Context: an optimization exercise on an open-source flow, tuned for small area. The choices shown serve that exercise and are no tape-out recipe.
Only simulation tests tie the RTL to the original design; equivalence was not proved.
Power is estimated from default activity; no workload was simulated.

Setup of the previous run:
## sensorimotor_rx
module sensorimotor_rx #(
    parameter [6:0]  DEFAULT_ID   = 7'd1,
    parameter [15:0] WDT_LIMIT    = 16'd300,
    parameter        RX_BUF_CAP   = 36,
    parameter        TX_BUF_CAP   = 14,
    parameter [15:0] T_PRE        = 16'd3,
    parameter [15:0] T_POST       = 16'd2,
    parameter [15:0] T_TRAIL      = 16'd1,
    parameter        PAGE_SIZE    = 32,
    parameter [15:0] APP_LIMIT    = 16'h0800,
    parameter [23:0] SIG_EXPECTED = 24'h1E950F
) (
    input  wire         clk,
    input  wire         rst,             
    input  wire         boot_strap,      
    input  wire [7:0]   nvm_id_in,
    input  wire [7:0]   nvm_cfg_in,
    input  wire         svc,
    input  wire         tb,
    input  wire         rx_valid,
    input  wire [7:0]   rx_data,
    output wire         rx_pop,
    output wire [7:0]   tx_data,
    output wire         tx_write,
    input  wire         tx_ready,
    input  wire         tx_complete,
    output reg          de,
    output reg          re,
    output wire         motor_enable,
    output wire         motor_disable,
    output wire         motor_set_power,
    output wire [7:0]   motor_power,
    output wire         motor_set_dir,
    output wire         motor_dir,
    output wire         motor_set_limit,
    output wire [7:0]   motor_limit,
    output wire [7:0]   cfg_flags,
    input  wire [15:0]  telem_pos,
    input  wire [15:0]  telem_cur,
    input  wire [15:0]  telem_vel,
    input  wire [15:0]  telem_vsup,
    input  wire [15:0]  telem_temp,
    input  wire [15:0]  sensor_x,
    input  wire [15:0]  sensor_y,
    input  wire [15:0]  sensor_z,
    output wire         sensor_restart,
    output wire         nvm_we,
    output wire         nvm_waddr,       
    output wire [7:0]   nvm_wdata,
    output wire                   flash_we,
    output wire [15:0]            flash_addr,
    output wire [8*PAGE_SIZE-1:0] flash_data,
    output wire                   timer_irq_mask,
    input  wire [23:0]            sig_in,
    output reg  [3:0]   phase,
    output reg  [7:0]   err_count,
    output reg  [2:0]   last_cause,
    output wire         fatal,
    output wire [1:0]   fatal_code,
    output reg  [6:0]   own_id,
    output reg          stopped,
    output reg          boot_handoff,
    output reg          sys_reset_req
);
==> flow/config.mk <==
export PLATFORM = sky130hd
export DESIGN_NAME = sensorimotor_rx
export DESIGN_NICKNAME = sensorimotor_rx
export VERILOG_FILES = /design/flow/design.v
export SDC_FILE = /design/flow/constraint.sdc
export NUM_CORES = 4
export LEC_CHECK = 0
export CAP_MARGIN = 20
export CORE_MARGIN = 2
export CORE_UTILIZATION = 40
export SLEW_MARGIN = 20
==> flow/constraint.sdc <==
create_clock -name core_clock -period 15.0 [get_ports {clk}]
set_input_delay 3.0000 -clock core_clock [delete_from_list [all_inputs] [get_ports {clk}]]
set_output_delay 3.0000 -clock core_clock [all_outputs]
set_load 0.01 [all_outputs]
standard.sh (not shown) runs the stock make flow with config.mk's settings and CLKGATE_MAP_FILE= SYNTH_SCRIPT=/design/flow/synth_recipe.tcl, a recipe that flattens the netlist after the stock synthesis.
==> flow/flow/run.sh <==
#!/bin/bash
set -euo pipefail
export BUFFER_PORTS_ARGS="-buffer_cell sky130_fd_sc_hd__buf_1"
export CTS_ARGS="-sink_clustering_enable -repair_clock_nets -dont_use_dummy_load -buf_list sky130_fd_sc_hd__clkbuf_4 -root_buf sky130_fd_sc_hd__clkbuf_4"
bash standard.sh > standard.log 2>&1
Per the final summary, the previous run finished and its layout is clean on timing, DRC and antenna.
#### Input delta (the current run over the previous run)
==> flow/run.sh (new file) <==
#!/bin/bash
# synth_recipe.tcl (not shown) runs the flow's synth.tcl, then flattens the netlist and writes it again
# the make line also repeats each setting of config.mk as NAME=value (left out here)
make -C /OpenROAD-flow-scripts/flow DESIGN_CONFIG=/design/flow/config.mk WORK_HOME=/design/flow/orfs CLKGATE_MAP_FILE= SYNTH_SCRIPT=/design/flow/synth_recipe.tcl finish
removed: flow/flow/run.sh
removed: flow/standard.sh
==> comparison <==
- The previous run vs the current run, top layer used by detailed routing: met4 vs met5
- Taking the current run over the previous run, the total chip power ratio works out to 1.19.
- Comparing the previous run and the current run, the lower delay contributed by the slowest stage of the critical path was measured on the previous run.
- Delta (the current run minus the previous run): via total after detailed routing decreased by 279 relative to the old numbers; accumulated negative setup slack did not really move; global-route usage increased by 0.83 points relative to the old numbers.

==> static timing again, ports no longer ideal <==
Ports are ideal in the flow. The routed layouts listed here were re-timed in OpenROAD. Step 1 (the two cells are an assumption about what drives the block):
set clk [get_ports {clk}]
set_driving_cell -lib_cell sky130_fd_sc_hd__clkbuf_16 $clk
set_driving_cell -lib_cell sky130_fd_sc_hd__buf_2 [delete_from_list [all_inputs] $clk]
Step 2 adds t to the input delays and takes it off the output delays; t is the mean of the earliest and latest rising clock arrival at the registers after step 1. Input paths then give back, and output paths get back, about the clock's delay inside the block. Slacks: ideal / step 1 / step 2; pairs: ideal / step 1.
| run | t (ns) | slack for setup (ns) | worst setup path at the end | worst slew at a driven data input, ns | pins driven straight from the clock port |
|---|---|---|---|---|---|
| the previous run | 0.838 | 6.170 / 6.148 / 6.148 | input to output | 0.13 | 1 |
| the current run | 0.628 | 5.414 / 5.389 / 5.389 | input to output | 0.15 | 1 |
After both steps every run listed still meets setup and hold. For the current run, which loses most, drivers alone change the setup slack by -0.025 ns; drivers and shift together by -0.025 ns.
